From an optimization exercise on the open Yosys and OpenROAD flow, aimed at small area, a short achievable clock period and few clock cycles per item; shortcuts taken in it are not production practice. Where RTL was checked, it was by simulation tests only, not by an equivalence proof against the original. Function not checked in run 3: the RTL went through the layout flow alone. No driver is modelled on the clock port, so clocking that relies on it looks cheaper here than on a real chip. No activity file was given, so power comes from the tool's default toggle rates.

===== design/flow/design.v =====
module mnet_crc_step (
    input  wire [15:0] crc_in,
    input  wire [7:0]  data,
    output reg  [15:0] crc_out
);
    integer i;
    always @(*) begin
        crc_out = crc_in ^ {data, 8'h00};
        for (i = 0; i < 8; i = i + 1) begin
            if (crc_out[15])
                crc_out = {crc_out[14:0], 1'b0} ^ 16'h1021;
            else
                crc_out = {crc_out[14:0], 1'b0};
        end
    end
endmodule
module mnet_tx (
    input  wire        clk,
    input  wire        rst,
    input  wire [47:0] key,
    input  wire [3:0]  klast,
    input  wire        hdr_valid,
    output wire        hdr_ready,
    input  wire [7:0]  hdr_dst,
    input  wire [7:0]  hdr_src,
    input  wire [15:0] hdr_type,
    input  wire [7:0]  hdr_len,
    input  wire        hdr_obf,
    input  wire        pl_valid,
    output wire        pl_ready,
    input  wire [7:0]  pl_data,
    output reg         line_valid,
    input  wire        line_ready,
    output reg  [7:0]  line_data
);
    reg        s_idle, s_soh, s_hdr, s_pl, s_crch, s_crcl, s_eot;
    reg [39:0] hsr;       
    reg [7:0]  cnt;       
    reg [2:0]  idx;       
    reg        obf;
    reg [15:0] crc;
    reg        esc;       
    reg        pv;        
    reg [5:0]  ki;        
    reg [7:0]  skid;
    reg        sv;
    reg        pl_rdy;
    wire [7:0] b = hsr[39:32];
    assign hdr_ready = s_idle;
    assign pl_ready  = pl_rdy;
    wire [7:0] key_byte = ({8{ki[0]}} & key[7:0])   | ({8{ki[1]}} & key[15:8]) |
                          ({8{ki[2]}} & key[23:16]) | ({8{ki[3]}} & key[31:24]) |
                          ({8{ki[4]}} & key[39:32]) | ({8{ki[5]}} & key[47:40]);
    wire ki_wrap = |(ki[5:2] & klast);
    wire hdr_take = s_idle && hdr_valid;
    wire pl_take  = pl_valid && pl_rdy;
    wire take     = line_valid && line_ready;
    wire s_body = s_hdr || s_pl;
    wire s_crc  = s_crch || s_crcl;
    wire has  = esc || !(s_idle && !hdr_valid) && !(s_pl && !pv);
    wire gen  = !sv && has;
    wire adv  = gen && !esc;                  
    wire bgen = adv && s_body;                
    wire [7:0] g = esc ? 8'hFF :
                   s_body ? b :
                   s_crc ? crc[15:8] :
                   s_eot ? 8'h04 : 8'h01;
    wire is_ff = s_crc ? (crc[15:8] == 8'hFF) : (b == 8'hFF);
    wire [15:0] crc_next;
    mnet_crc_step u_crc (.crc_in(crc), .data(b), .crc_out(crc_next));
    wire cnt_zero = (cnt == 8'd0);
    wire cnt_one  = (cnt == 8'd1);
    wire cnt_two  = (cnt == 8'd2);
    wire hdr_last = s_hdr && idx[2];
    wire pl_last  = s_pl && cnt_one;
    wire n_idle = s_idle ? !hdr_valid : (s_eot && adv);
    wire n_soh  = s_idle ? hdr_valid && !gen : (s_soh && !adv);
    wire n_hdr  = (s_idle && gen) || (s_soh && adv) || (s_hdr && !(adv && idx[2]));
    wire n_pl   = (adv && hdr_last && !cnt_zero) || (s_pl && !(adv && cnt_one));
    wire n_crch = (adv && hdr_last && cnt_zero) || (adv && pl_last) || (s_crch && !adv);
    wire n_crcl = (adv && s_crch) || (s_crcl && !adv);
    wire n_eot  = (adv && s_crcl) || (s_eot && !adv);
    wire esc_n  = gen ? !esc && (s_body || s_crc) && is_ff : esc;
    wire pv_n   = pl_take || (pv && !(adv && s_pl));
    wire sv_n   = !take && (sv || (line_valid && gen));
    wire [2:0] idx_n = hdr_take ? 3'd0 : (adv && s_hdr) ? idx + 3'd1 : idx;
    wire cnt_n_nz  = !(cnt_zero || (cnt_one && adv && s_pl));
    wire cnt_n_gt1 = !(cnt_zero || cnt_one || (cnt_two && adv && s_pl));
    wire b_sent_n = !esc_n && !sv_n;
    always @(posedge clk) begin
        if (rst) begin
            s_idle     <= 1'b1;
            s_soh      <= 1'b0;
            s_hdr      <= 1'b0;
            s_pl       <= 1'b0;
            s_crch     <= 1'b0;
            s_crcl     <= 1'b0;
            s_eot      <= 1'b0;
            esc        <= 1'b0;
            pv         <= 1'b0;
            sv         <= 1'b0;
            line_valid <= 1'b0;
            pl_rdy     <= 1'b0;
        end else begin
            s_idle     <= n_idle;
            s_soh      <= n_soh;
            s_hdr      <= n_hdr;
            s_pl       <= n_pl;
            s_crch     <= n_crch;
            s_crcl     <= n_crcl;
            s_eot      <= n_eot;
            esc        <= esc_n;
            pv         <= pv_n;
            sv         <= sv_n;
            line_valid <= (line_valid && !line_ready) || sv || gen;
            pl_rdy     <= (n_hdr && idx_n[2] && !cnt_zero && b_sent_n) ||
                          (n_pl && (pv_n ? cnt_n_gt1 && b_sent_n : cnt_n_nz));
        end
    end
    wire [7:0] chain = s_pl ? b : 8'h00;
    always @(posedge clk) begin
        if (hdr_take) begin
            hsr <= {hdr_dst, hdr_src, hdr_type, hdr_len};
            cnt <= hdr_len;
            obf <= hdr_obf && (klast != 4'd0);
            crc <= 16'h0000;
            ki  <= 6'd1;
        end else begin
            if (pl_take)
                hsr[39:32] <= obf ? (pl_data ^ key_byte ^ chain) : pl_data;
            else if (bgen && s_hdr)
                hsr[39:32] <= hsr[31:24];
            if (bgen && s_hdr)
                hsr[31:0] <= {hsr[23:0], 8'h00};
            if (bgen && s_pl)
                cnt <= cnt - 8'd1;
            if (bgen)
                crc <= crc_next;
            else if (adv && s_crch)
                crc <= {crc[7:0], 8'h00};
            if (pl_take)
                ki <= ki_wrap ? 6'd1 : {ki[4:0], 1'b0};
        end
        idx <= idx_n;
        if (!line_valid || take)
            line_data <= sv ? skid : g;
        if (line_valid && !take && gen)
            skid <= g;
    end
endmodule
module mnet_rx (
    input  wire        clk,
    input  wire        rst,
    input  wire [47:0] key,
    input  wire [3:0]  klast,
    input  wire        line_valid,
    input  wire [7:0]  line_data,
    input  wire        obf_in,
    output reg         out_valid,
    output reg  [7:0]  out_data,
    output reg         out_end,
    output wire [7:0]  out_status
);
    reg        iv;
    reg [7:0]  id;
    reg        io;
    reg        id_ff, id_soh, id_eot, id_zero;
    reg        p_hunt, p_hdr, p_pay, p_crc0, p_crc1, p_term;
    reg        esc;
    reg [7:0]  cnt;
    reg [15:0] crc;
    reg        obf;
    reg [7:0]  prev;
    reg [5:0]  ki;        
    reg        st_bad;    
    reg        st_crc;
    assign out_status = {6'd0, st_bad, st_crc};
    wire [7:0] key_byte = ({8{ki[0]}} & key[7:0])   | ({8{ki[1]}} & key[15:8]) |
                          ({8{ki[2]}} & key[23:16]) | ({8{ki[3]}} & key[31:24]) |
                          ({8{ki[4]}} & key[39:32]) | ({8{ki[5]}} & key[47:40]);
    wire ki_wrap = |(ki[5:2] & klast);
    wire [15:0] crc_next;
    mnet_crc_step u_crc (.crc_in(crc), .data(id), .crc_out(crc_next));
    wire body   = p_hdr || p_pay || p_crc0 || p_crc1;
    wire acc    = iv && body && (esc ? id_ff : !id_ff);
    wire lone   = iv && body && esc && !id_ff;      
    wire crc_ok = (crc == 16'h0000);
    wire start  = iv && p_hunt && id_soh;
    wire hdr_end = acc && p_hdr && cnt[2];
    wire pay_end = acc && p_pay && (cnt == 8'd1);
    always @(posedge clk) begin
        if (rst) begin
            iv        <= 1'b0;
            p_hunt    <= 1'b1;
            p_hdr     <= 1'b0;
            p_pay     <= 1'b0;
            p_crc0    <= 1'b0;
            p_crc1    <= 1'b0;
            p_term    <= 1'b0;
            out_valid <= 1'b0;
            out_end   <= 1'b0;
        end else begin
            iv        <= line_valid;
            out_valid <= acc;
            out_end   <= (iv && p_term) || lone;
            p_hunt    <= (p_hunt && !start) || (iv && p_term) || lone;
            p_hdr     <= start || (p_hdr && !lone && !hdr_end);
            p_pay     <= (hdr_end && !id_zero) || (p_pay && !lone && !pay_end);
            p_crc0    <= (hdr_end && id_zero) || pay_end || (p_crc0 && !lone && !acc);
            p_crc1    <= (p_crc0 && acc) || (p_crc1 && !lone && !acc);
            p_term    <= (p_crc1 && acc) || (p_term && !iv);
        end
    end
    always @(posedge clk) begin
        id       <= line_data;
        io       <= obf_in;
        id_ff    <= (line_data == 8'hFF);
        id_soh   <= (line_data == 8'h01);
        id_eot   <= (line_data == 8'h04);
        id_zero  <= (line_data == 8'h00);
        out_data <= (p_pay && obf) ? (id ^ key_byte ^ prev) : id;
        st_bad   <= !(p_term && id_eot && crc_ok);
        st_crc   <= p_term && id_eot && !crc_ok;
        if (p_hunt) begin
            esc  <= 1'b0;
            cnt  <= 8'd0;
            crc  <= 16'h0000;
            obf  <= io && (klast != 4'd0);
            prev <= 8'h00;
            ki   <= 6'd1;
        end else if (iv) begin
            esc <= !esc && id_ff;
            if (acc) begin
                crc <= crc_next;
                if (p_hdr)
                    cnt <= cnt[2] ? id : cnt + 8'd1;
                if (p_pay) begin
                    cnt  <= cnt - 8'd1;
                    prev <= id;
                    ki   <= ki_wrap ? 6'd1 : {ki[4:0], 1'b0};
                end
            end
        end
    end
endmodule
module mnet_codec (
    input  wire        clk,
    input  wire        rst,
    input  wire        key_wr,
    input  wire [2:0]  key_len,
    input  wire [47:0] key_data,
    input  wire        tx_hdr_valid,
    output wire        tx_hdr_ready,
    input  wire [7:0]  tx_dst,
    input  wire [7:0]  tx_src,
    input  wire [15:0] tx_type,
    input  wire [7:0]  tx_len,
    input  wire        tx_obf,
    input  wire        tx_pl_valid,
    output wire        tx_pl_ready,
    input  wire [7:0]  tx_pl_data,
    output wire        line_tx_valid,
    input  wire        line_tx_ready,
    output wire [7:0]  line_tx_data,
    input  wire        line_rx_valid,
    input  wire [7:0]  line_rx_data,
    input  wire        rx_obf,
    output wire        rx_valid,
    output wire [7:0]  rx_data,
    output wire        rx_end,
    output wire [7:0]  rx_status
);
    reg [47:0] key;
    reg [3:0]  klast;
    wire key_ok = key_wr && (key_len[2] ? (key_len[1:0] != 2'd3) : (key_len[1:0] == 2'd3));
    always @(posedge clk) begin
        if (rst)
            klast <= 4'd0;
        else if (key_ok)
            klast <= {key_len == 3'd6, key_len == 3'd5, key_len == 3'd4, key_len == 3'd3};
    end
    always @(posedge clk) begin
        if (key_ok)
            key <= key_data;
    end
    mnet_tx u_tx (
        .clk       (clk),
        .rst       (rst),
        .key       (key),
        .klast     (klast),
        .hdr_valid (tx_hdr_valid),
        .hdr_ready (tx_hdr_ready),
        .hdr_dst   (tx_dst),
        .hdr_src   (tx_src),
        .hdr_type  (tx_type),
        .hdr_len   (tx_len),
        .hdr_obf   (tx_obf),
        .pl_valid  (tx_pl_valid),
        .pl_ready  (tx_pl_ready),
        .pl_data   (tx_pl_data),
        .line_valid(line_tx_valid),
        .line_ready(line_tx_ready),
        .line_data (line_tx_data)
    );
    mnet_rx u_rx (
        .clk       (clk),
        .rst       (rst),
        .key       (key),
        .klast     (klast),
        .line_valid(line_rx_valid),
        .line_data (line_rx_data),
        .obf_in    (rx_obf),
        .out_valid (rx_valid),
        .out_data  (rx_data),
        .out_end   (rx_end),
        .out_status(rx_status)
    );
endmodule

===== design/flow/flow/run.sh =====
#!/bin/bash
# The standard layout, with plain buf_1 cells as the port buffers (the
# standard flow picks a delay buffer); ORFS's repair resizes them as needed.
set -euo pipefail
export BUFFER_PORTS_ARGS="-buffer_cell sky130_fd_sc_hd__buf_1"
bash standard.sh > standard.log 2>&1

===== design/flow/standard.sh =====
#!/bin/bash
# synth_recipe.tcl (not shown) runs the flow's synth.tcl, then flattens the netlist and writes it again
# the make line also repeats each setting of config.mk as NAME=value (left out here)
make -C /OpenROAD-flow-scripts/flow DESIGN_CONFIG=/design/flow/config.mk WORK_HOME=/design/flow/orfs CLKGATE_MAP_FILE= SYNTH_SCRIPT=/design/flow/synth_recipe.tcl "${@:-finish}"

===== design/flow/config.mk =====
export PLATFORM = sky130hd
export DESIGN_NAME = mnet_codec
export DESIGN_NICKNAME = mnet_codec
export VERILOG_FILES = /design/flow/design.v
export SDC_FILE = /design/flow/constraint.sdc
export NUM_CORES = 4
export LEC_CHECK = 0
export ABC_CLOCK_PERIOD_IN_PS = 2000
export CAP_MARGIN = 20
export CORE_MARGIN = 2
export CORE_UTILIZATION = 40
export SETUP_SLACK_MARGIN = 2.5
export SLEW_MARGIN = 20

===== design/flow/constraint.sdc =====
create_clock -name core_clock -period 4.5 [get_ports {clk}]
set_input_delay 0.9000 -clock core_clock [delete_from_list [all_inputs] [get_ports {clk}]]
set_output_delay 0.9000 -clock core_clock [all_outputs]
set_load 0.01 [all_outputs]

==> impl_metrics.yaml, run 1 <==
logic_synthesis:
  postSynthCellCount: 983
  ys_seq_elements: 226
  async_reset_ff_share_pct: 0
  seq_area_frac_synth_pct: 55.8
  syn_avg_cell_area_um2: 10.3
  netlist_area_mm2: 0.0102
  synth_warnings: 4
  synth_edf_count: 114
  ys_types: 64
  synth_flop_cell: "edfxtp_1"
critical_path:
  crit_type: "reg2out"
  end_kind: "output port"
  crit_required_ns: 3.60
  cp_max_fo: 5
  critical-path-max-stage-delay_ns: 0.37
  path_delay_family: "flip-flops"
  cp_num_buf_inv: 1
  cp_data_arrival_time_ns: 1.06
  crit_chain: "buf_2"
  start_kind: "flip-flop"
  crit_slowest_cell: "dfxtp_4"
layout:
  nets: 1237
  area_delta_synth_final_pct: 19.2
  antennaDiodeCount: 0
  final.fill_count: 2347
  drive_gt1_share_pct: 9.82
clock_tree:
  cts_root_buf: "clkbuf_16"
  cts.path.max_buffers: 3
  cts.sinks: 226
  htreeDepth: 1
  cts_buffers: 25
  clkLatencyLatePin_ns: 0.53
  cts_tree: "yes"
  path_clk_slew_ns: 0.06
  hold_buffers: 0
sta:
  slew_viol_final: 0
  max_freq_ghz: 0.510
  post-route-period-util_pct: 43.6
  hold_viol_final: 0
  finalCriticalPeriod_ns: 1.96
  finalClockSkew_ns: 0.0301
  setup_violations: 0
  rsz0062_at_grt: "false"
  relSlewSlack_pct: 50.9
  worstMarginPinSlew_ns: 0.736
  finalSetupTns_ns: 0
  fin_ws_ns: 2.54
worst_hold_path:
  hp-class: "reg2reg"
drt:
  viasPerCell: 5.38
  drtAntennaViolNets: 0
  totalWireLength_um: 26100
  first_iter_violations: 591
  vias: 7858
  dr.pass1.iters: 7
  drc: 0
  wl_per_cell_um: 17.9
die:
  ios: 145
  die_w_um: 163
  rows: 58
  die_h_um: 163
  dieArea_mm2: 0.0267
  core_area_mm2: 0.0250
  start_util_pct: 40.6
placement:
  hpwl_um: 17700
  gp_congestion: 0.832
  dp_slack_ns: 1.38
  numPortBuffers: 138
global_routing:
  antenna_found_initial: 1
  grt_overflow_total: 0
  grt_max_degree: 44
  grt_pass1_vias: 7492
  grt_usage_pct: 19.4
  grt_pass1_wl_um: 40800
power_and_ir_drop:
  ir_drop_v: 0.000346
  leakagePower_nw: 4.21
  p_per_area_mw_per_mm2: 436
flow_run:
  cap_violations: 0
outcome:
  status: "finished clean"
==> stage by stage <==
| stage | total power [mW] | std cells | area, um2 | hold WS, ns | utilization [%] |
|---|---|---|---|---|---|
| after CTS | 5.32 | 1457 | 12000 | 0.460 | 48.1 |
| after global routing | 5.48 | 1460 | 12100 | 0.476 | 48.4 |
| final | 5.28 | 1460 | 12100 | 0.454 | 48.4 |
| after floorplan | 2.85 | 988 | 10300 | 0.415 | - |
| after detailed placement | 3.02 | 1398 | 10900 | 0.452 | 43.6 |
| after global placement | 3.01 | 1398 | 10900 | 0.446 | 43.6 |
==> layer usage <==
layer  up-vias  share of wire [%]  wire, um  track usage (%)
met5         -              0.050        13                0
met1      3771                 44     11400             26.1
met2       235                 46     12100             31.5
met4         2                2.4       638             4.95
met3        48                7.5      1970             4.75
li1       3802                  -         -                -
==> path summary, 6_finish.rpt <==
path / slack (ns) / end / cells past startpoint / startpoint
hold reg to reg: 0.45 / u_rx.st_crc$_DFF_P_ / 2 / u_rx.id_eot$_DFF_P_
setup / recovery: 2.54 / line_tx_valid / 1 / u_tx.line_valid$_SDFF_PP0_
setup reg to reg: 2.66 / u_tx.line_data[1]$_DFFE_PP_ / 4 / u_tx.s_pl$_SDFF_PP0_
hold / removal: 0.45 / u_rx.st_crc$_DFF_P_ / 2 / u_rx.id_eot$_DFF_P_
==> state kept, by name (all words and copies together), names as in the netlist, 3 cells and up, named ones only <==
signal	count
u_rx.out_data	8
u_rx.crc	16
u_rx.prev	8
u_tx.crc	16
key	48
u_rx.ki	6
u_rx.id	8
u_tx.ki	6
klast	4
u_tx.cnt	8
u_rx.cnt	8
u_tx.line_data	8
u_tx.hsr	40
u_tx.skid	8
u_tx.idx	3
==> cell usage after synthesis (7+ instances only) <==
| library cell | instances | area, um2 |
|---|---|---|
| clkbuf_1 | 37 | 139 |
| nor3_1 | 9 | 45.0 |
| nand4_1 | 13 | 81.3 |
| nand3_1 | 41 | 205 |
| nand2b_1 | 7 | 43.8 |
| xnor2_1 | 54 | 473 |
| nor2_1 | 77 | 289 |
| mux2_2 | 11 | 124 |
| o21ai_0 | 19 | 95.1 |
| buf_2 | 13 | 65.1 |
| a21oi_1 | 45 | 225 |
| nor2b_1 | 8 | 50.1 |
| buf_4 | 8 | 60.1 |
| nor4_1 | 9 | 56.3 |
| dfxtp_1 | 112 | 2240 |
| nand4b_1 | 13 | 114 |
| edfxtp_1 | 114 | 3420 |
| a22oi_1 | 72 | 541 |
| xor2_1 | 21 | 184 |
| ha_1 | 10 | 125 |
| nand2_1 | 159 | 597 |
| a211oi_1 | 16 | 120 |
| inv_1 | 16 | 60.1 |
| a21o_1 | 15 | 113 |
| and3_1 | 10 | 62.6 |
==> area by class of cell <==
class                   count  area [um2]  area share [%]
clock buffers              29         672            5.55
repair buffers            154         717            5.92
clock inverters            17         249            2.06
flip-flops and latches    226        5680            46.9
well taps                 330         413            3.41
multi-input cells         685        4290            35.5
inverters                  16        65.1           0.537
repair inverters            3        22.5           0.186
==> cells by family (layout without fill, tap and decap cells) <==
family | after synthesis | in the layout | share of synthesized area (%)
xor gates and xnor gates | 76 | 76 | 6.63
buffers and inverters | 79 | 219 | 3.60
muxes | 15 | 15 | 1.61
and+or+nand+nor | 370 | 372 | 17.2
DFF | 226 | 226 | 55.8
AOI/OAI and AO/OA | 206 | 206 | 13.9
other | 1 | 6 | 0.0369
adders and majority gates | 10 | 10 | 1.23
==> report_power, final <==
| group | internal [mW] | switching (mW) | leakage (nW) |
|---|---|---|---|
| combinational | 0.239 | 0.309 | 1.74 |
| sequential | 2.35 | 0.119 | 2.02 |
| clock | 1.42 | 0.846 | 0.449 |
| total | 4.00 | 1.27 | 4.21 |
==> cells in the final DEF, fill, tap and decap left out, drive strengths merged, types with 10 or more instances in the layout <==
master,n
nand2,162
buf,153
edfxtp,114
dfxtp,112
nor2,81
a22oi,72
xnor2,55
a21oi,45
nand3,41
clkbuf,30
xor2,21
o21ai,21
a211oi,16
inv,16
a21o,15
nand4,14
nand4b,13
mux2,11
and3,10
ha,10
nor3,10
nor4,10
==> what timing repair did <==
action	CTS	global route
gates cloned	4	1
gates resized for setup	18	8
setup buffers	9	2
setup endpoints to repair	184	74
pin swaps	5	1
Testbench counts, summed over its fixed seeds: cycles 27,589, items 384.
==> run 2, diff against run 1 <==
--- a/design/flow/config.mk
+++ b/design/flow/config.mk
@@ -9,5 +9,6 @@
 export CAP_MARGIN = 20
 export CORE_MARGIN = 2
-export CORE_UTILIZATION = 40
+export CORE_UTILIZATION = 60
+export CTS_CLUSTER_SIZE = 30
 export SETUP_SLACK_MARGIN = 2.5
 export SLEW_MARGIN = 20
==> run 2 against run 1 <==
Effect of this change: highest routed layer is now met4; largest power group unchanged; utilization grew 22 points; global-route usage rose by 7.3 points; total power fell by 7.1%; sequential cell count is the same; critical endpoint unchanged; synthesized cell count did not move; combinational power decreased by 3%.
==> impl_metrics.yaml, run 2 <==
layout:
  final.fill_count: 1307
  top_regs: "key x48, u_tx.hsr x40"
  nets: 1225
  top_register: "key"
  mostFrequentLayoutCells: "nand2_1, buf_1, edfxtp_1"
  largest_reg_flops: 48
  drive_gt1_share_pct: 8.33
  area_delta_synth_final_pct: 15.0
  final_util_pct: 70.4
  seqCellArea_mm2: 0.00568
  multi_input_area_mm2: 0.00428
  layout_commonest_cell: "nand2_1"
die:
  ios: 145
  die_w_um: 134
  dieArea_mm2: 0.0180
  core_area_mm2: 0.0166
  die_h_um: 134
  start_util_pct: 61.2
  rows: 47
flow_run:
  cap_violations: 0
clock_tree:
  cts_tree: "yes"
  path_clk_slew_ns: 0.06
  cts.sinks: 226
  cts.path.max_buffers: 3
  cts_root_buf: "clkbuf_16"
  clkLatencyLatePin_ns: 0.51
  htreeDepth: 1
  hold_buffers: 0
  cts_buffers: 24
logic_synthesis:
  netlist_area_mm2: 0.0102
  synth_edf_count: 114
  yosysTopAreaCell: "edfxtp_1"
  synthAdderAreaFrac_pct: 1.23
  synth_top_family_by_area: "simple AND/OR/NAND/NOR gates"
  synth_flop_cell: "edfxtp_1"
  synth_warnings: 4
  synth_area_leaders: "edfxtp_1, dfxtp_1, nand2_1"
  synth_common_cells: "nand2_1, edfxtp_1, dfxtp_1"
  synth_top_cell_area_share_pct: 33.7
  synth_compound_area_share_pct: 13.9
  seq_area_frac_synth_pct: 55.8
  syn_avg_cell_area_um2: 10.3
  async_reset_ff_share_pct: 0
  synthSimpleGateAreaFrac_pct: 17.2
  postSynthCellCount: 983
  synth_mux_area_share_pct: 1.61
  ys_seq_elements: 226
  ys_types: 64
  yosysMostFrequentCell: "nand2_1"
  synth_xor_area_share_pct: 6.63
global_routing:
  grt_pass1_wl_um: 38500
  grt_overflow_total: 0
  grt_max_degree: 43
  grt_pass1_vias: 7489
  antenna_found_initial: 1
  grt_usage_pct: 26.7
power_and_ir_drop:
  p_per_area_mw_per_mm2: 420
  ir_drop_v: 0.000377
  seqPwrFrac_pct: 50.2
  p_switching_mw: 1.20
  internal_power_mw: 3.71
  leakagePower_nw: 4.05
  pwr-share-comb_pct: 10.8
  swShare_pct: 24.5
  total_power_mw: 4.90
  clockPowerShare_pct: 39.0
sta:
  slew_viol_final: 0
  post-route-period-util_pct: 43.2
  relSlewSlack_pct: 38.6
  worstMarginPinSlew_ns: 0.922
  finalSetupTns_ns: 0
  finalClockSkew_ns: 0.00762
  finalCriticalPeriod_ns: 1.95
  hold_viol_final: 0
  setup_violations: 0
  max_freq_ghz: 0.514
  rsz0062_at_grt: "false"
worst_hold_path:
  hp-class: "reg2reg"
  hold_start: "u_rx.id_eot$_DFF_P_"
  hold_end: "u_rx.st_crc$_DFF_P_"
  whs_path_depth: 2
critical_path:
  crit_chain: "buf_2"
  crit_slowest_cell: "dfxtp_2"
  crit_type: "reg2out"
  end_kind: "output port"
  critical-path-max-stage-delay_ns: 0.38
  r2r-start: "u_tx.esc$_SDFF_PP0_"
  start_kind: "flip-flop"
  cp_max_fo: 5
  cp_num_buf_inv: 1
  ff2ff_setup_slack_ns: 2.64
  reg2regPathDepth: 5
  path_delay_family: "flip-flops"
  crit-reg2reg-capture: "u_tx.pl_rdy$_SDFF_PP0_"
  crit_required_ns: 3.60
  cp_data_arrival_time_ns: 1.05
drt:
  wl_per_cell_um: 17.9
  vias: 7785
  drc: 0
  totalWireLength_um: 23900
  viasPerCell: 5.82
  dr.pass1.iters: 5
  first_iter_violations: 531
  drtAntennaViolNets: 0
placement:
  numPortBuffers: 138
  hpwl_um: 16400
  gp_congestion: 0.821
outcome:
  status: "finished clean"
[run 2: power groups by stage]
stage	clock network (mW)	registers (mW)	logic, mW
2_1_floorplan	0	2.47	0.384
3_3_place_gp	0	2.50	0.502
3_5_place_dp	0	2.51	0.507
4_1_cts	1.93	2.46	0.526
5_1_grt	2.02	2.48	0.587
6_report	1.91	2.46	0.531
[run 2: metrics by stage]
| step | hold slack [ns] | worst slack (ns) | std cells | cell area, um2 |
|---|---|---|---|---|
| after floorplan | 0.415 | 1.95 | 988 | 10300 |
| after global placement | 0.423 | 1.56 | 1286 | 10800 |
| after detailed placement | 0.426 | 1.49 | 1286 | 10800 |
| after CTS | 0.435 | 2.47 | 1336 | 11600 |
| after global routing | 0.465 | 2.50 | 1337 | 11700 |
| final | 0.434 | 2.55 | 1338 | 11700 |
[run 2: routing by layer]
| metal | global-route usage [%] | vias to the layer above | wire, um |
|---|---|---|---|
| li1 | - | 3774 | - |
| met1 | 39.2 | 3683 | 10800 |
| met2 | 41.4 | 292 | 10700 |
| met3 | 5.18 | 36 | 1870 |
| met4 | 6.43 | 0 | 498 |
| met5 | 0 | - | 0 |
[run 2: repair_timing]
action                     4_1_cts  5_1_grt
setup buffers                    3        1
setup endpoints to repair      182       57
pin swaps                        1        1
gates cloned                     3        0
hold endpoints to repair         0        0
gates resized for setup         20        7
[run 2: cell families after synthesis]
logic type	count (synthesis)
compound gates	206
mux	15
fa+ha+maj	10
other cells	1
flops	226
buf+inv	79
simple gates	370
xor+xnor	76
[run 2: final cells by class]
class / instances / area share [%]
well taps: 220 / 2.36
repair buffers: 145 / 5.02
clock inverters: 13 / 0.986
diodes: 1 / 0.0214
multi-input cells: 683 / 36.6
repair inverters: 3 / 0.193
inverters: 16 / 0.589
flip-flops and latches: 226 / 48.6
clock buffers: 31 / 5.55
[run 2: how the worst max path moves through the flow]
stage	start	end	slack [ns]	cells after the start
after floorplan	key_len[0]	klast[2]$_SDFFE_PP0P_	1.95	6
after global placement	tx_hdr_valid	u_tx.hsr[35]$_DFFE_PP_	1.56	7
after CTS	tx_hdr_valid	u_tx.crc[12]$_SDFFE_PP0P_	2.47	6
after global routing	u_tx.esc$_SDFF_PP0_	u_tx.pl_rdy$_SDFF_PP0_	2.50	5
after detailed placement	tx_hdr_valid	u_tx.hsr[35]$_DFFE_PP_	1.49	7
final	u_tx.line_valid$_SDFF_PP0_	line_tx_valid	2.55	1
==> run 3, diff against run 2 <==
--- a/design/flow/design.v
+++ b/design/flow/design.v
@@ -64,7 +64,8 @@
     wire [7:0] g = esc ? 8'hFF :
                    s_body ? b :
-                   s_crc ? crc[15:8] :
+                   s_crch ? crc[15:8] :
+                   s_crcl ? crc[7:0] :
                    s_eot ? 8'h04 : 8'h01;
-    wire is_ff = s_crc ? (crc[15:8] == 8'hFF) : (b == 8'hFF);
+    wire is_ff = s_crch ? (crc[15:8] == 8'hFF) : s_crcl ? (crc[7:0] == 8'hFF) : (b == 8'hFF);
     wire [15:0] crc_next;
     mnet_crc_step u_crc (.crc_in(crc), .data(b), .crc_out(crc_next));
@@ -137,6 +138,4 @@
             if (bgen)
                 crc <= crc_next;
-            else if (adv && s_crch)
-                crc <= {crc[7:0], 8'h00};
             if (pl_take)
                 ki <= ki_wrap ? 6'd1 : {ki[4:0], 1'b0};
@@ -162,8 +161,10 @@
     output wire [7:0]  out_status
 );
-    reg        iv;
-    reg [7:0]  id;
-    reg        io;
-    reg        id_ff, id_soh, id_eot, id_zero;
+    wire       iv      = line_valid;
+    wire [7:0] id      = line_data;
+    wire       id_ff   = (line_data == 8'hFF);
+    wire       id_soh  = (line_data == 8'h01);
+    wire       id_eot  = (line_data == 8'h04);
+    wire       id_zero = (line_data == 8'h00);
     reg        p_hunt, p_hdr, p_pay, p_crc0, p_crc1, p_term;
     reg        esc;
@@ -191,5 +192,4 @@
     always @(posedge clk) begin
         if (rst) begin
-            iv        <= 1'b0;
             p_hunt    <= 1'b1;
             p_hdr     <= 1'b0;
@@ -201,5 +201,4 @@
             out_end   <= 1'b0;
         end else begin
-            iv        <= line_valid;
             out_valid <= acc;
             out_end   <= (iv && p_term) || lone;
@@ -213,10 +212,4 @@
     end
     always @(posedge clk) begin
-        id       <= line_data;
-        io       <= obf_in;
-        id_ff    <= (line_data == 8'hFF);
-        id_soh   <= (line_data == 8'h01);
-        id_eot   <= (line_data == 8'h04);
-        id_zero  <= (line_data == 8'h00);
         out_data <= (p_pay && obf) ? (id ^ key_byte ^ prev) : id;
         st_bad   <= !(p_term && id_eot && crc_ok);
@@ -226,5 +219,5 @@
             cnt  <= 8'd0;
             crc  <= 16'h0000;
-            obf  <= io && (klast != 4'd0);
+            obf  <= obf_in && (klast != 4'd0);
             prev <= 8'h00;
             ki   <= 6'd1;
==> run 3 against run 2 <==
Effect of this change: sequential power shrank 4%; highest routed layer unchanged; global-route usage grew 1.9 points; clock power shrank 8%; critical path depth grew 9; via count grew 4.9%; critical path type is now in2reg; critical endpoint is now u_rx.p_hunt$_SDFF_PP1_; sequential share of layout area shrank 3.5 points; non-clock buffer count grew 29; hold slack gained 0.035 ns.
==> impl_metrics.yaml, run 3 <==
outcome:
  status: "finished clean"
global_routing:
  grt_pass1_wl_um: 40600
  antenna_found_initial: 0
  grt_overflow_total: 0
  use_met2_pct: 45.0
  grt_max_degree: 42
  grt_pass1_vias: 7718
  top_usage_layer: "met2"
  met3_usage_pct: 5.21
  grtUsageMet1_pct: 40.5
  grt_usage_pct: 28.6
logic_synthesis:
  ys_seq_elements: 212
  ys_types: 60
  synth_edf_count: 114
  yosysTopAreaCell: "edfxtp_1"
  synth_flop_cell: "edfxtp_1"
  synth_area_leaders: "edfxtp_1, dfxtp_1, nand2_1"
  synth_warnings: 4
  netlist_area_mm2: 0.00991
  async_reset_ff_share_pct: 0
  seq_area_frac_synth_pct: 54.4
  yosysMostFrequentCell: "nand2_1"
  synth_common_cells: "nand2_1, edfxtp_1, nor2_1"
  synth_top_cell_area_share_pct: 34.6
  postSynthCellCount: 1001
  syn_avg_cell_area_um2: 9.90
drt:
  wl_per_cell_um: 18.7
  vias: 8168
  dr.pass1.iters: 5
  first_iter_violations: 891
  drtAntennaViolNets: 0
  drc: 0
  viasPerCell: 5.95
  totalWireLength_um: 25600
sta:
  setup_violations: 0
  hold_slack_ns: 0.470
  worstMarginPinSlew_ns: 0.686
  max_freq_ghz: 0.465
  finalClockSkew_ns: 0.0248
  finalCriticalPeriod_ns: 2.15
  hold_viol_final: 0
  rsz0062_at_grt: "true"
  relSlewSlack_pct: 54.3
  finalSetupTns_ns: 0
  slew_viol_final: 0
  post-route-period-util_pct: 47.8
critical_path:
  crit_top_cell: "buf_4"
  cp_data_arrival_time_ns: 2.56
  start_kind: "input pin"
  crit_slowest_cell: "o2111ai_2"
  end_kind: "flip-flop"
  crit_type: "in2reg"
  cp_num_buf_inv: 6
  cp_max_fo: 6
  crit_chain: "buf_12 -> nand4_1 -> buf_4 -> buf_4 -> buf_4 -> buf_4 -> buf_4 -> o2111ai_2 -> nand2_1 -> a211o_1"
  path_delay_family: "buffers and inverters"
  critical-path-max-stage-delay_ns: 0.32
  crit_required_ns: 4.91
power_and_ir_drop:
  p_per_area_mw_per_mm2: 397
  ir_drop_v: 0.000350
  leakagePower_nw: 4.27
  total_power_mw: 4.75
layout:
  top_register: "key"
  antennaDiodeCount: 0
  drive_gt1_share_pct: 15.2
  largest_reg_flops: 48
  top_regs: "key x48, u_tx.hsr x40"
  area_delta_synth_final_pct: 20.8
  mostFrequentLayoutCells: "nand2_1, buf_1, edfxtp_1"
  nets: 1266
  layout_commonest_cell: "nand2_1"
  stdcell_count: 1373
  final.fill_count: 1155
  design_area_mm2: 0.0120
placement:
  gp_congestion: 0.890
  hpwl_um: 16000
  numPortBuffers: 138
  placed_cells: 1294
  placed_area_mm2: 0.0106
clock_tree:
  cts_buffers: 23
  clkLatencyLatePin_ns: 0.53
  cts.sinks: 212
  cts.path.max_buffers: 3
  cts_root_buf: "clkbuf_16"
  path_clk_slew_ns: 0.06
  hold_buffers: 0
  htreeDepth: 1
  cts_tree: "yes"
die:
  rows: 46
  start_util_pct: 61.9
  dieArea_mm2: 0.0176
  core_area_mm2: 0.0160
  die_w_um: 132
  die_h_um: 132
  ios: 145
worst_hold_path:
  hp-class: "reg2reg"
flow_run:
  cap_violations: 0
==> run 3: routing by layer <==
metal	routed length (um)	part of all wire, %	up-vias
met3	1990	7.8	66
met5	0	0	-
li1	-	-	3869
met4	810	3.2	0
met1	11000	43	3820
met2	11800	46	413
==> run 3: logic make-up after synthesis <==
logic type,synth area share [%]
AOI/OAI and AO/OA,14.5
adders and majority gates,1.26
and+or+nand+nor,17.9
muxes,1.01
other,0.0379
DFF,54.4
buffers and inverters,3.78
xor gates and xnor gates,7.07
==> run 3: through the flow <==
stage               setup WS (ns)  utilization, %
global route                 2.30            74.8
finish                       2.35            74.8
global placement             1.37            66.3
detailed placement           1.30            66.3
CTS                          2.42            73.8
floorplan                    1.96               -
==> run 3: power by group <==
part / total (mW) / leakage (nW) / internal [mW] / switching, mW
clock network: 1.75 / 0.341 / 0.985 / 0.761
registers: 2.35 / 1.91 / 2.23 / 0.126
logic: 0.648 / 2.02 / 0.282 / 0.366
total: 4.75 / 4.27 / 3.49 / 1.25
==> run 3: repair_timing <==
item | in CTS | in global routing
buffers inserted | 22 | 9
resized for setup | 80 | 21
gates cloned | 4 | 2
endpoints found under the setup margin | 160 | 80
pin swaps | 8 | 12
==> run 3: worst min-delay path: stages (launching register included) <==
cell	delay (ns)
dfxtp_1	0.32
nand2_1	0.05
a21oi_1	0.05
==> run 3: path summary, 6_finish.rpt <==
kind / from / to / slack, ns / cells past startpoint
setup / recovery: line_rx_data[3] / u_rx.p_hunt$_SDFF_PP1_ / 2.35 / 10
hold / removal: u_rx.prev[0]$_SDFFE_PP0P_ / u_rx.prev[0]$_SDFFE_PP0P_ / 0.47 / 2
setup reg to reg: u_rx.p_pay$_SDFF_PP0_ / u_rx.cnt[7]$_SDFFE_PP0P_ / 2.54 / 8
hold reg to reg: u_rx.prev[0]$_SDFFE_PP0P_ / u_rx.prev[0]$_SDFFE_PP0P_ / 0.47 / 2
==> run 3: final cells by class <==
class                      instances  area (um2)  share of cell area [%]
sequential                       212        5400                    45.2
multi-input combinational        713        4540                    38.0
timing repair buffer             174         945                    7.90
clock buffer                      32         629                    5.26
tap                              216         270                    2.26
inverter                          12        75.1                   0.628
clock inverter                    10        65.1                   0.544
timing repair inverter             4        31.3                   0.262
==> run 4, diff against run 3 <==
--- a/design/flow/design.v
+++ b/design/flow/design.v
@@ -64,8 +64,7 @@
     wire [7:0] g = esc ? 8'hFF :
                    s_body ? b :
-                   s_crch ? crc[15:8] :
-                   s_crcl ? crc[7:0] :
+                   s_crc ? crc[15:8] :
                    s_eot ? 8'h04 : 8'h01;
-    wire is_ff = s_crch ? (crc[15:8] == 8'hFF) : s_crcl ? (crc[7:0] == 8'hFF) : (b == 8'hFF);
+    wire is_ff = s_crc ? (crc[15:8] == 8'hFF) : (b == 8'hFF);
     wire [15:0] crc_next;
     mnet_crc_step u_crc (.crc_in(crc), .data(b), .crc_out(crc_next));
@@ -138,4 +137,6 @@
             if (bgen)
                 crc <= crc_next;
+            else if (adv && s_crch)
+                crc <= {crc[7:0], 8'h00};
             if (pl_take)
                 ki <= ki_wrap ? 6'd1 : {ki[4:0], 1'b0};
@@ -161,10 +162,8 @@
     output wire [7:0]  out_status
 );
-    wire       iv      = line_valid;
-    wire [7:0] id      = line_data;
-    wire       id_ff   = (line_data == 8'hFF);
-    wire       id_soh  = (line_data == 8'h01);
-    wire       id_eot  = (line_data == 8'h04);
-    wire       id_zero = (line_data == 8'h00);
+    reg        iv;
+    reg [7:0]  id;
+    reg        io;
+    reg        id_ff, id_soh, id_eot, id_zero;
     reg        p_hunt, p_hdr, p_pay, p_crc0, p_crc1, p_term;
     reg        esc;
@@ -192,4 +191,5 @@
     always @(posedge clk) begin
         if (rst) begin
+            iv        <= 1'b0;
             p_hunt    <= 1'b1;
             p_hdr     <= 1'b0;
@@ -201,4 +201,5 @@
             out_end   <= 1'b0;
         end else begin
+            iv        <= line_valid;
             out_valid <= acc;
             out_end   <= (iv && p_term) || lone;
@@ -212,4 +213,10 @@
     end
     always @(posedge clk) begin
+        id       <= line_data;
+        io       <= obf_in;
+        id_ff    <= (line_data == 8'hFF);
+        id_soh   <= (line_data == 8'h01);
+        id_eot   <= (line_data == 8'h04);
+        id_zero  <= (line_data == 8'h00);
         out_data <= (p_pay && obf) ? (id ^ key_byte ^ prev) : id;
         st_bad   <= !(p_term && id_eot && crc_ok);
@@ -219,5 +226,5 @@
             cnt  <= 8'd0;
             crc  <= 16'h0000;
-            obf  <= obf_in && (klast != 4'd0);
+            obf  <= io && (klast != 4'd0);
             prev <= 8'h00;
             ki   <= 6'd1;
==> design/flow/flow/run.sh (replaced) <==
#!/bin/bash
# The standard layout with two changes:
#  - plain buf_1 cells as the port buffers (the standard flow picks a delay
#    buffer); ORFS's repair resizes them as needed;
#  - after CTS, the clock tree's middle level is removed, so the root buffer
#    drives the leaf buffers directly (collapse_cts.tcl).
set -euo pipefail
export BUFFER_PORTS_ARGS="-buffer_cell sky130_fd_sc_hd__buf_1"
export RESULTS=$PWD/orfs/results/$FLOW_PLATFORM/mnet_codec/base
bash standard.sh cts > standard_cts.log 2>&1
openroad -no_init -exit flow/collapse_cts.tcl > collapse_cts.log 2>&1
touch $RESULTS/4_cts.sdc
bash standard.sh finish > standard_finish.log 2>&1
==> design/flow/flow/collapse_cts.tcl (new file) <==
# Make the clock tree two levels deep: the root buffer drives every leaf
# buffer directly, in place of the middle level TritonCTS builds. All leaf
# buffers stay at the same depth, so the tree stays balanced.
set results $::env(RESULTS)
read_db $results/4_cts.odb
set block [ord::get_db_block]
set clknet [$block findNet clk]
set roots {}
foreach it [$clknet getITerms] { lappend roots [$it getInst] }
if {[llength $roots] != 1} { error "clock port drives [llength $roots] cells" }
set root [lindex $roots 0]
set rootnet [[$root findITerm X] getNet]
set mids {}
foreach it [$rootnet getITerms] {
  if {[$it isOutputSignal]} continue
  set inst [$it getInst]
  if {[string match "sky130_fd_sc_hd__clkbuf_*" [[$inst getMaster] getName]]} { lappend mids $inst }
}
set n 0
foreach m $mids {
  set onet [[$m findITerm X] getNet]
  set loads {}
  foreach it [$onet getITerms] { if {![$it isOutputSignal]} { lappend loads $it } }
  set ok 1
  foreach it $loads {
    if {![string match "sky130_fd_sc_hd__clkbuf_*" [[[$it getInst] getMaster] getName]]} { set ok 0 }
  }
  if {!$ok} continue
  foreach it $loads { $it disconnect; $it connect $rootnet }
  [$m findITerm A] disconnect
  [$m findITerm X] disconnect
  odb::dbInst_destroy $m
  odb::dbNet_destroy $onet
  incr n
}
puts "root [$root getName]: removed $n middle clock buffers"
write_db $results/4_cts.odb
--- a/design/flow/config.mk
+++ b/design/flow/config.mk
@@ -10,5 +10,6 @@
 export CORE_MARGIN = 2
 export CORE_UTILIZATION = 60
-export CTS_CLUSTER_SIZE = 30
-export SETUP_SLACK_MARGIN = 2.5
+export CTS_CLUSTER_DIAMETER = 80
+export CTS_CLUSTER_SIZE = 20
+export SETUP_SLACK_MARGIN = 2.6
 export SLEW_MARGIN = 20
==> run 4 against run 3 <==
Effect of this change: utilization shrank 5.4 points; sequential share of layout area grew 4.3 points; design area fell by 3.9%; sequential cell count grew 14; critical path depth fell by 5; final cell count down 3.0%; clock skew decreased by 0.0027 ns; total power fell by 11%; wire length decreased by 7.4%; synthesized cell count decreased by 1.8%; register-to-register slack better by 0.13 ns; hold slack worse by 0.027 ns; still clean on timing, DRC and antenna.
==> impl_metrics.yaml, run 4 <==
clock_tree:
  cts_root_buf: "clkbuf_16"
  cts_tree: "yes"
  htreeDepth: 1
  cts_buffers: 15
  clkLatencyLatePin_ns: 0.42
  cts.path.max_buffers: 3
  cts.sinks: 226
  path_clk_slew_ns: 0.09
die:
  die_h_um: 134
  dieArea_mm2: 0.0180
  rows: 47
  die_w_um: 134
  ios: 145
  start_util_pct: 61.2
  core_area_mm2: 0.0166
sta:
  slew_viol_final: 0
  rsz0062_at_grt: "true"
  worstMarginPinSlew_ns: 0.911
  max_freq_ghz: 0.528
  finalClockSkew_ns: 0.0221
  finalSetupTns_ns: 0
  hold_viol_final: 0
  relSlewSlack_pct: 39.2
  setup_violations: 0
  post-route-period-util_pct: 42.1
  finalCriticalPeriod_ns: 1.89
global_routing:
  grt_max_degree: 43
  grt_usage_pct: 26.7
  grt_pass1_vias: 7314
  grt_overflow_total: 0
  antenna_found_initial: 2
  grt_pass1_wl_um: 37400
logic_synthesis:
  synth_top_cell_area_share_pct: 33.7
  synth_warnings: 4
  ys_seq_elements: 226
  async_reset_ff_share_pct: 0
  synth_common_cells: "nand2_1, edfxtp_1, dfxtp_1"
  yosysTopAreaCell: "edfxtp_1"
  seq_area_frac_synth_pct: 55.8
  netlist_area_mm2: 0.0102
  ys_types: 64
  postSynthCellCount: 983
  synth_area_leaders: "edfxtp_1, dfxtp_1, nand2_1"
  syn_avg_cell_area_um2: 10.3
  synth_flop_cell: "edfxtp_1"
  yosysMostFrequentCell: "nand2_1"
  synth_edf_count: 114
placement:
  gp_congestion: 0.838
  hpwl_um: 16300
  placed_area_mm2: 0.0108
  numPortBuffers: 138
critical_path:
  cp_num_buf_inv: 2
  critPathLaunch: "key_len[0]"
  end_kind: "flip-flop"
  r2r-start: "u_rx.p_pay$_SDFF_PP0_"
  crit_chain: "buf_1 -> and2_4 -> ha_4 -> nand2b_4 -> clkinvlp_2"
  crit_required_ns: 4.61
  critical-path-max-stage-delay_ns: 0.33
  path_delay_family: "buffers and inverters"
  start_kind: "input pin"
  cp_data_arrival_time_ns: 2.00
  cp_max_fo: 11
  crit_type: "in2reg"
  crit_slowest_cell: "clkinvlp_2"
drt:
  viasPerCell: 5.80
  dr.pass1.iters: 6
  first_iter_violations: 649
  drtAntennaViolNets: 0
  drc: 0
  vias: 7730
  wl_per_cell_um: 17.8
  totalWireLength_um: 23800
outcome:
  status: "finished clean"
power_and_ir_drop:
  p_per_area_mw_per_mm2: 368
  leakagePower_nw: 3.97
  ir_drop_v: 0.000339
layout:
  multi_input_area_mm2: 0.00437
  design_area_mm2: 0.0115
  largest_reg_flops: 48
  mostFrequentLayoutCells: "nand2_1, buf_1, edfxtp_1"
  top_regs: "key x48, u_tx.hsr x40"
  drive_gt1_share_pct: 9.00
  final.fill_count: 1358
  seqCellArea_mm2: 0.00569
  top_register: "key"
  area_delta_synth_final_pct: 13.2
  layout_commonest_cell: "nand2_1"
  nets: 1230
worst_hold_path:
  hold_start: "u_rx.id_eot$_DFF_P_"
  hp-class: "reg2reg"
flow_run:
  cap_violations: 0
==> run 4: changes by cell type after synthesis, moves of 9 or more <==
cell	delta
nand4b_1	+10
a21oi_1	-18
a22oi_1	+13
nor2_1	-27
a21o_1	+9
dfxtp_1	+14
nor3_1	-17
a31o_2	-9
==> run 4: metal layers <==
metal	part of all wire, %	GRT usage, %	vias up
li1	-	-	3781
met1	46	37.8	3639
met2	46	41.3	273
met3	6.1	5.33	35
met4	2.1	9.53	2
met5	0.055	0	-
==> run 4: cell families (layout without fill, tap and decap cells) <==
kind of cell | after synthesis | in the layout | share of synthesized area [%]
other | 1 | 7 | 0.0369
AND/OR/NAND/NOR | 370 | 373 | 17.2
multiplexers | 15 | 15 | 1.61
adder cells (fa/ha/maj) | 10 | 10 | 1.23
XOR/XNOR | 76 | 76 | 6.63
flip-flops | 226 | 226 | 55.8
buffers and inverters | 79 | 198 | 3.60
AO/OA/AOI/OAI | 206 | 207 | 13.9
==> run 4: through the flow <==
step           worst slack [ns]  cells  hold slack (ns)  util, %  power [mW]
4_1_cts                    2.58   1316            0.445     68.4        4.32
5_1_grt                    2.49   1331            0.465     69.3        4.40
6_report                   2.61   1332            0.443     69.3        4.23
2_1_floorplan              1.95    988            0.415        -        2.86
3_3_place_gp               1.58   1286            0.422     65.3        3.01
3_5_place_dp               1.52   1286            0.428     65.3        3.02
==> run 4: worst paths after layout <==
kind / endpoint / slack (ns) / depth (start not counted)
worst max-delay path: key[9]$_DFFE_PP_ / 2.61 / 5
worst min-delay path: u_rx.st_crc$_DFF_P_ / 0.44 / 2
worst max register to register: u_rx.cnt[7]$_SDFFE_PP0P_ / 2.67 / 5
worst min register to register: u_rx.st_crc$_DFF_P_ / 0.44 / 2
==> run 4: what timing repair did <==
item	in CTS	in global routing
resized for setup	25	14
endpoints found under the setup margin	217	83
cloned	3	6
buffers inserted	3	11
pin swaps	1	5
hold buffers	0	0
==> run 4: worst register-to-register path: cells and delay by family (launching register included) <==
family | cells | cell delay (ns)
and+or+nand+nor | 2 | 0.46
DFF | 1 | 0.43
AOI/OAI and AO/OA | 2 | 0.69
buffers and inverters | 1 | 0.16
==> run 4: cell type report <==
type,instances,share of cell area (%)
Antenna cell,1,0.0218
Clock buffer,21,3.18
Clock inverter,1,0.141
Inverter,16,0.620
Multi-Input combinational cell,687,38.0
Sequential cell,226,49.4
Tap cell,220,2.39
Timing Repair Buffer,155,5.93
Timing Repair inverter,5,0.305
==> run 4: where the power goes <==
group | switching [mW] | leakage [nW] | internal [mW]
registers | 0.111 | 2.02 | 2.34
logic | 0.317 | 1.76 | 0.244
clock network | 0.655 | 0.183 | 0.563
Testbench counts of run 4, summed over its fixed seeds: cycles 27,589, items 384.
==> run 5, diff against run 4 <==
--- a/design/flow/config.mk
+++ b/design/flow/config.mk
@@ -6,5 +6,5 @@
 export NUM_CORES = 4
 export LEC_CHECK = 0
-export ABC_CLOCK_PERIOD_IN_PS = 2000
+export ABC_AREA = 1
 export CAP_MARGIN = 20
 export CORE_MARGIN = 2
==> run 5 against run 4 <==
Effect of this change: largest power group unchanged; wire length up 1.7%; sequential power increased by 2%; largest cell class unchanged; highest routed layer is now met4; via count rose by 8.8%; synthesized cell count grew 24%; total power up 1.9%; utilization down 1.2 points; register-to-register slack better by 0.05 ns; clock power about the same; synthesized area grew 4.1%.
==> impl_metrics.yaml, run 5 <==
outcome:
  status: "finished clean"
critical_path:
  ff2ff_setup_slack_ns: 2.72
  path_delay_family: "flip-flops"
  crit-reg2reg-capture: "u_rx.cnt[5]$_SDFFE_PP0P_"
  crit_chain: "clkbuf_2"
  crit_type: "reg2out"
  cp_max_fo: 1
  end_kind: "output port"
  crit_slowest_cell: "edfxtp_1"
  r2r-start: "u_rx.p_hunt$_SDFF_PP1_"
  reg2regPathDepth: 3
  crit_required_ns: 3.60
  critical-path-max-stage-delay_ns: 0.41
  start_kind: "flip-flop"
  cp_num_buf_inv: 1
  cp_data_arrival_time_ns: 0.98
die:
  die_h_um: 137
  ios: 145
  die_w_um: 137
  dieArea_mm2: 0.0187
  start_util_pct: 61.4
  core_area_mm2: 0.0172
  rows: 48
sta:
  finalCriticalPeriod_ns: 1.88
  max_freq_ghz: 0.532
  rsz0062_at_grt: "true"
  slew_viol_final: 0
  hold_viol_final: 0
  relSlewSlack_pct: 48.9
  finalClockSkew_ns: 0.0165
  worstMarginPinSlew_ns: 0.765
  finalSetupTns_ns: 0
  post-route-period-util_pct: 41.7
  setup_violations: 0
layout:
  design_area_mm2: 0.0117
  largest_reg_flops: 48
  top_regs: "key x48, u_tx.hsr x40"
  area_delta_synth_final_pct: 11.1
  stdcell_count: 1569
  drive_gt1_share_pct: 8.34
  top_register: "key"
  mostFrequentLayoutCells: "nand2_1, buf_1, edfxtp_1"
  layout_commonest_cell: "nand2_1"
  nets: 1462
  final.fill_count: 1456
logic_synthesis:
  netlist_area_mm2: 0.0106
  ys_seq_elements: 226
  yosysMostFrequentCell: "nand2_1"
  synth_flop_cell: "edfxtp_1"
  syn_avg_cell_area_um2: 8.69
  synth_area_leaders: "edfxtp_1, dfxtp_1, nand2_1"
  synth_warnings: 4
  postSynthCellCount: 1217
  async_reset_ff_share_pct: 0
  synth_edf_count: 114
  yosysTopAreaCell: "edfxtp_1"
  seq_area_frac_synth_pct: 53.6
  synth_common_cells: "nand2_1, edfxtp_1, dfxtp_1"
  synth_top_cell_area_share_pct: 32.4
  ys_types: 55
power_and_ir_drop:
  leakagePower_nw: 4.65
  ir_drop_v: 0.000389
  p_per_area_mw_per_mm2: 367
placement:
  hpwl_um: 17100
  numPortBuffers: 138
  gp_congestion: 0.877
  placed_area_mm2: 0.0112
  placed_cells: 1536
clock_tree:
  cts_root_buf: "clkbuf_16"
  htreeDepth: 1
  cts_tree: "yes"
  hold_buffers: 0
  cts.sinks: 226
  path_clk_slew_ns: 0.08
  cts_buffers: 15
  cts.path.max_buffers: 3
  clkLatencyLatePin_ns: 0.43
drt:
  viasPerCell: 5.36
  dr.pass1.iters: 7
  vias: 8412
  totalWireLength_um: 24100
  wl_per_cell_um: 15.4
  drc: 0
  first_iter_violations: 605
  drtAntennaViolNets: 0
global_routing:
  grt_usage_pct: 27.2
  antenna_found_initial: 1
  grt_overflow_total: 0
  grt_pass1_vias: 7673
  grt_max_degree: 63
  grt_pass1_wl_um: 38800
worst_hold_path:
  whs_path_depth: 1
  hold_start: "u_rx.id_eot$_DFF_P_"
  hp-class: "reg2reg"
  hold_end: "u_rx.st_bad$_DFF_P_"
flow_run:
  cap_violations: 0
-- run 5: metrics by stage --
stage                     power, mW  setup slack [ns]  hold slack, ns  utilization [%]
after floorplan                2.95              1.93           0.381                -
after global placement         3.11              1.76           0.403             65.2
after detailed placement       3.13              1.73           0.407             65.2
after CTS                      4.44              2.54           0.427             67.9
after global routing           4.51              2.56           0.446             68.1
final                          4.31              2.62           0.422             68.1
-- run 5: how the worst max path moves through the flow --
stage	startpoint	end	slack (ns)	depth (start not counted)
3_3_place_gp	key_len[0]	key[21]$_DFFE_PP_	1.76	6
4_1_cts	u_tx.line_data[0]$_DFFE_PP_	line_tx_data[0]	2.54	1
5_1_grt	u_tx.line_data[0]$_DFFE_PP_	line_tx_data[0]	2.56	1
3_5_place_dp	key_len[1]	key[21]$_DFFE_PP_	1.73	6
2_1_floorplan	key_len[0]	klast[2]$_SDFFE_PP0P_	1.93	6
6_report	u_tx.line_data[0]$_DFFE_PP_	line_tx_data[0]	2.62	1
-- run 5: layout make-up --
class                      count  area, um2  share of cell area, %
multi-input combinational    823       4280                   36.5
clock buffer                  21        355                   3.03
inverter                     123        504                   4.29
sequential                   226       5690                   48.4
tap                          225        282                   2.40
timing repair buffer         149        616                   5.24
clock inverter                 1       16.3                  0.138
antenna                        1       2.50                 0.0213
-- run 5: layer usage --
| metal | wire [um] | vias up | GRT usage (%) |
|---|---|---|---|
| met3 | 1400 | 30 | 5.85 |
| li1 | - | 4238 | - |
| met2 | 11000 | 261 | 41.8 |
| met1 | 11200 | 3883 | 38.7 |
| met5 | 0 | - | 0 |
| met4 | 530 | 0 | 8.22 |
-- run 5: kinds of logic (layout without fill, tap and decap cells) --
| family | count (synthesis) | after routing | share of synthesized area [%] |
|---|---|---|---|
| simple gates | 545 | 547 | 22.3 |
| xor+xnor | 60 | 60 | 5.18 |
| flops | 226 | 226 | 53.6 |
| other cells | 1 | 7 | 0.0355 |
| fa+ha+maj | 10 | 10 | 1.18 |
| compound gates | 200 | 200 | 10.5 |
| buf+inv | 175 | 294 | 7.18 |
-- run 5: what timing repair did --
item	CTS	global route
buffers inserted	3	5
setup endpoints to repair	127	101
pin swaps	2	3
gates cloned	1	1
resized for setup	17	11
-- run 5: power breakdown --
group | switching [mW] | internal, mW | total (mW) | leakage (nW)
sequential | 0.127 | 2.37 | 2.50 | 2.03
combinational | 0.370 | 0.236 | 0.607 | 2.44
clock | 0.660 | 0.550 | 1.21 | 0.177
==> run 6, diff against run 5 <==
--- a/design/flow/config.mk
+++ b/design/flow/config.mk
@@ -6,5 +6,5 @@
 export NUM_CORES = 4
 export LEC_CHECK = 0
-export ABC_AREA = 1
+export ABC_CLOCK_PERIOD_IN_PS = 1800
 export CAP_MARGIN = 20
 export CORE_MARGIN = 2
@@ -12,4 +12,4 @@
 export CTS_CLUSTER_DIAMETER = 80
 export CTS_CLUSTER_SIZE = 20
-export SETUP_SLACK_MARGIN = 2.6
+export SETUP_SLACK_MARGIN = 2.75
 export SLEW_MARGIN = 20
==> run 6 against run 5 <==
Effect of this change: critical path type unchanged; hold slack better by 0.047 ns; sequential cell count unchanged; critical endpoint is now line_tx_data[2]; via count down 2.7%; setup slack better by 0.026 ns; largest power group unchanged; die area is 3.9% lower.
==> impl_metrics.yaml, run 6 <==
logic_synthesis:
  seq_area_frac_synth_pct: 55.8
  yosysTopAreaCell: "edfxtp_1"
  async_reset_ff_share_pct: 0
  netlist_area_mm2: 0.0102
  postSynthCellCount: 983
  synth_warnings: 4
  synth_common_cells: "nand2_1, edfxtp_1, dfxtp_1"
  synth_flop_cell: "edfxtp_1"
  synth_area_leaders: "edfxtp_1, dfxtp_1, nand2_1"
  synth_top_cell_area_share_pct: 33.7
  synth_edf_count: 114
  ys_seq_elements: 226
  yosysMostFrequentCell: "nand2_1"
  syn_avg_cell_area_um2: 10.3
  ys_types: 64
layout:
  top_regs: "key x48, u_tx.hsr x40"
  largest_reg_flops: 48
  antennaDiodeCount: 0
  top_register: "key"
  nets: 1267
  layout_commonest_cell: "nand2_1"
  drive_gt1_share_pct: 19.3
  area_delta_synth_final_pct: 20.7
  mostFrequentLayoutCells: "nand2_1, edfxtp_1, buf_1"
critical_path:
  cp_data_arrival_time_ns: 0.95
  critical-path-max-stage-delay_ns: 0.39
  crit_chain: "clkbuf_2"
  r2r-start: "u_tx.cnt[2]$_DFFE_PP_"
  ff2ff_setup_slack_ns: 2.77
  reg2regPathDepth: 6
  cp_num_buf_inv: 1
  start_kind: "flip-flop"
  crit_type: "reg2out"
  path_delay_family: "flip-flops"
  crit_required_ns: 3.60
  crit-reg2reg-capture: "u_tx.pl_rdy$_SDFF_PP0_"
  crit_slowest_cell: "edfxtp_1"
  cp_max_fo: 1
  end_kind: "output port"
sta:
  hold_viol_final: 0
  post-route-period-util_pct: 41.2
  max_freq_ghz: 0.540
  rsz0062_at_grt: "true"
  finalClockSkew_ns: 0.0151
  finalSetupTns_ns: 0
  slew_viol_final: 0
  relSlewSlack_pct: 41.3
  setup_violations: 0
  finalCriticalPeriod_ns: 1.85
  worstMarginPinSlew_ns: 0.880
power_and_ir_drop:
  ir_drop_v: 0.000388
  leakagePower_nw: 4.34
  total_power_mw: 4.35
  p_per_area_mw_per_mm2: 355
clock_tree:
  cts_tree: "yes"
  cts.sinks: 226
  cts_buffers: 15
  clkLatencyLatePin_ns: 0.43
  cts_root_buf: "clkbuf_16"
  cts.path.max_buffers: 3
  path_clk_slew_ns: 0.08
  htreeDepth: 1
die:
  core_area_mm2: 0.0166
  dieArea_mm2: 0.0180
  rows: 47
  die_w_um: 134
  ios: 145
  start_util_pct: 61.2
  die_h_um: 134
drt:
  first_iter_violations: 758
  viasPerCell: 5.98
  drc: 0
  dr.pass1.iters: 5
  drtAntennaViolNets: 0
  totalWireLength_um: 25900
  wl_per_cell_um: 18.9
  vias: 8182
global_routing:
  grt_pass1_wl_um: 39500
  grt_usage_pct: 28.4
  antenna_found_initial: 0
  grt_max_degree: 43
  grt_pass1_vias: 7414
  grt_overflow_total: 0
worst_hold_path:
  hp-class: "reg2reg"
  hold_start: "u_rx.id_eot$_DFF_P_"
  whs_path_depth: 2
  hold_end: "u_rx.st_crc$_DFF_P_"
flow_run:
  cap_violations: 0
placement:
  numPortBuffers: 138
  gp_congestion: 0.841
  hpwl_um: 16400
outcome:
  status: "finished clean"
[run 6: layer usage]
| layer | global-route usage, % | vias up | part of all wire (%) |
|---|---|---|---|
| met5 | 0 | - | 0 |
| met1 | 41.0 | 3928 | 44 |
| li1 | - | 3860 | - |
| met2 | 42.9 | 362 | 47 |
| met3 | 6.73 | 32 | 7.3 |
| met4 | 9.06 | 0 | 1.8 |
[run 6: worst max-delay path by stage]
stage | cells after the start | slack [ns] | endpoint | start
6_report | 1 | 2.65 | line_tx_data[2] | u_tx.line_data[2]$_DFFE_PP_
5_1_grt | 1 | 2.60 | line_tx_data[2] | u_tx.line_data[2]$_DFFE_PP_
4_1_cts | 1 | 2.57 | line_tx_data[2] | u_tx.line_data[2]$_DFFE_PP_
3_5_place_dp | 6 | 1.50 | u_tx.hsr[37]$_DFFE_PP_ | tx_hdr_valid
3_3_place_gp | 6 | 1.55 | u_tx.hsr[38]$_DFFE_PP_ | tx_hdr_valid
2_1_floorplan | 6 | 1.95 | klast[2]$_SDFFE_PP0P_ | key_len[0]
[run 6: power breakdown]
group,internal (mW),switching (mW),total (mW)
Clock,0.580,0.670,1.25
Sequential,2.34,0.119,2.46
Combinational,0.294,0.348,0.642
Total,3.22,1.14,4.35
[run 6: final cells by class]
class	count	area, um2
multi-input cells	690	4700
flip-flops and latches	226	5690
clock buffers	21	377
inverters	16	90.1
repair inverters	4	31.3
well taps	220	275
clock inverters	2	13.8
repair buffers	190	1080
fillers	1225	4330
[run 6: stage by stage]
stage                     instances  utilization (%)  area [um2]  setup slack (ns)  hold slack, ns
after floorplan                 988                -       10600              1.95           0.415
after global placement         1284             66.3       11000              1.55           0.424
after detailed placement       1284             66.3       11000              1.50           0.432
after CTS                      1341             71.4       11800              2.57           0.443
after global routing           1369             73.9       12300              2.60           0.493
final                          1369             73.9       12300              2.65           0.469
[run 6: logic make-up after synthesis]
group	count (synthesis)	synth area share, %
DFF	226	55.8
other	1	0.0369
and+or+nand+nor	370	17.2
AOI/OAI and AO/OA	206	13.9
muxes	15	1.61
buffers and inverters	79	3.60
adders and majority gates	10	1.23
xor gates and xnor gates	76	6.63
[run 6: timing repair]
action | in CTS | in global routing
hold buffers | 0 | 0
endpoints found under the hold margin | 0 | 0
resized for setup | 51 | 59
cloned | 7 | 5
setup buffers | 25 | 25
pin swaps | 8 | 16
endpoints found under the setup margin | 268 | 184
==> run 7, diff against run 6 <==
--- a/design/flow/config.mk
+++ b/design/flow/config.mk
@@ -6,5 +6,5 @@
 export NUM_CORES = 4
 export LEC_CHECK = 0
-export ABC_CLOCK_PERIOD_IN_PS = 1800
+export ABC_AREA = 1
 export CAP_MARGIN = 20
 export CORE_MARGIN = 2
@@ -12,4 +12,4 @@
 export CTS_CLUSTER_DIAMETER = 80
 export CTS_CLUSTER_SIZE = 20
-export SETUP_SLACK_MARGIN = 2.75
+export SETUP_SLACK_MARGIN = 2.7
 export SLEW_MARGIN = 20
==> run 7 against run 6 <==
Effect of this change: still clean; critical path type unchanged; wire length fell by 4.9%; via count increased by 3.3%; clock power about the same; setup slack lost 0.019 ns; largest power group unchanged.
==> impl_metrics.yaml, run 7 <==
outcome:
  status: "finished clean"
power_and_ir_drop:
  p_per_area_mw_per_mm2: 362
  leakagePower_nw: 4.82
  ir_drop_v: 0.000356
die:
  start_util_pct: 61.4
  core_area_mm2: 0.0172
  die_w_um: 137
  rows: 48
  ios: 145
  dieArea_mm2: 0.0187
  die_h_um: 137
logic_synthesis:
  yosysMostFrequentCell: "nand2_1"
  synth_edf_count: 114
  synth_common_cells: "nand2_1, edfxtp_1, dfxtp_1"
  async_reset_ff_share_pct: 0
  synth_warnings: 4
  synth_flop_cell: "edfxtp_1"
  postSynthCellCount: 1217
  yosysTopAreaCell: "edfxtp_1"
  ys_seq_elements: 226
  seq_area_frac_synth_pct: 53.6
  netlist_area_mm2: 0.0106
  syn_avg_cell_area_um2: 8.69
  ys_types: 55
  synth_top_cell_area_share_pct: 32.4
  synth_area_leaders: "edfxtp_1, dfxtp_1, nand2_1"
sta:
  setup_violations: 0
  hold_slack_ns: 0.426
  max_freq_ghz: 0.534
  hold_viol_final: 0
  relSlewSlack_pct: 61.0
  post-route-period-util_pct: 41.6
  finalCriticalPeriod_ns: 1.87
  finalClockSkew_ns: 0.0169
  rsz0062_at_grt: "true"
  worstMarginPinSlew_ns: 0.582
  finalSetupTns_ns: 0
  slew_viol_final: 0
  fin_ws_ns: 2.63
layout:
  mostFrequentLayoutCells: "nand2_1, edfxtp_1, buf_1"
  stdcell_count: 1586
  nets: 1478
  final.fill_count: 1425
  layout_commonest_cell: "nand2_1"
  drive_gt1_share_pct: 12.1
  largest_reg_flops: 48
  design_area_mm2: 0.0121
  area_delta_synth_final_pct: 14.0
  top_regs: "key x48, u_tx.hsr x40"
  top_register: "key"
critical_path:
  end_kind: "output port"
  cp_max_fo: 1
  cp_data_arrival_time_ns: 0.97
  crit_required_ns: 3.60
  path_delay_family: "flip-flops"
  critical-path-max-stage-delay_ns: 0.41
  cp_num_buf_inv: 1
  crit_chain: "buf_6"
  crit_slowest_cell: "edfxtp_1"
  start_kind: "flip-flop"
  crit_type: "reg2out"
clock_tree:
  cts_buffers: 15
  cts_tree: "yes"
  cts.sinks: 226
  hold_buffers: 0
  cts.path.max_buffers: 3
  cts_root_buf: "clkbuf_16"
  clkLatencyLatePin_ns: 0.43
  path_clk_slew_ns: 0.08
  htreeDepth: 1
drt:
  dr.pass1.iters: 7
  viasPerCell: 5.33
  drc: 0
  vias: 8452
  drtAntennaViolNets: 0
  wl_per_cell_um: 15.5
  first_iter_violations: 654
  totalWireLength_um: 24600
global_routing:
  grt_overflow_total: 0
  grt_usage_pct: 27.0
  grt_max_degree: 63
  grt_pass1_vias: 7818
  grt_pass1_wl_um: 38800
  antenna_found_initial: 1
placement:
  gp_congestion: 0.925
  numPortBuffers: 138
  hpwl_um: 17000
  dp_slack_ns: 1.77
  placed_area_mm2: 0.0113
  placed_cells: 1535
flow_run:
  cap_violations: 0
worst_hold_path:
  hp-class: "reg2reg"
-- run 7: cell types whose count changed after synthesis, moves of 12 or more --
cell	before	now
nand2_1	159	326
clkbuf_1	37	25
nand3_1	41	68
a21o_1	15	2
inv_1	16	111
xnor2_1	54	30
a21oi_1	45	80
or2_2	1	17
o21ai_0	19	73
a22oi_1	72	4
nand4b_1	13	0
-- run 7: path summary, 6_finish.rpt --
check | startpoint | to | slack (ns) | cells past startpoint
max | u_tx.line_data[7]$_DFFE_PP_ | line_tx_data[7] | 2.63 | 1
min | u_rx.id_eot$_DFF_P_ | u_rx.st_bad$_DFF_P_ | 0.43 | 1
max reg2reg | u_rx.p_hunt$_SDFF_PP1_ | u_rx.cnt[6]$_SDFFE_PP0P_ | 2.77 | 3
min reg2reg | u_rx.id_eot$_DFF_P_ | u_rx.st_bad$_DFF_P_ | 0.43 | 1
-- run 7: repair_timing --
action	in CTS	in global routing
resized for setup	41	44
setup endpoints to repair	205	142
cloned	2	3
endpoints found under the hold margin	0	0
buffers inserted	14	8
pin swaps	5	6
-- run 7: layer usage --
metal	track usage [%]	up-vias	share of wire, %
met2	42.4	263	46
met4	8.74	0	2.1
li1	-	4273	-
met5	0	-	0
met1	36.9	3880	46
met3	6.44	36	6.5
-- run 7: logic make-up (layout without fill, tap and decap cells) --
kind of cell	count (synthesis)	after routing	share of synthesized area, %
AOI/OAI and AO/OA	200	200	10.5
DFF	226	226	53.6
buffers and inverters	175	310	7.18
xor gates and xnor gates	60	60	5.18
and+or+nand+nor	545	548	22.3
adders and majority gates	10	10	1.18
other	1	7	0.0355
-- run 7: area by class of cell --
class	instances	area, um2	share of cell area, %
Timing Repair inverter	2	12.5	0.104
Inverter	123	518	4.30
Timing Repair Buffer	162	805	6.67
Tap cell	225	282	2.33
Clock buffer	21	365	3.03
Clock inverter	2	13.8	0.114
Multi-Input combinational cell	824	4360	36.2
Antenna cell	1	2.50	0.0208
Sequential cell	226	5700	47.3
-- run 7: per-stage QoR --
step	utilization [%]	power, mW
floorplan	-	2.96
global placement	65.3	3.12
detailed placement	65.3	3.14
CTS	69.0	4.46
global route	69.9	4.56
finish	70.0	4.37
-- run 7: power breakdown --
group | switching, mW | leakage [nW] | internal, mW | total [mW]
combinational | 0.388 | 2.61 | 0.266 | 0.654
sequential | 0.123 | 2.03 | 2.37 | 2.49
clock | 0.660 | 0.184 | 0.561 | 1.22
total | 1.17 | 4.82 | 3.20 | 4.37
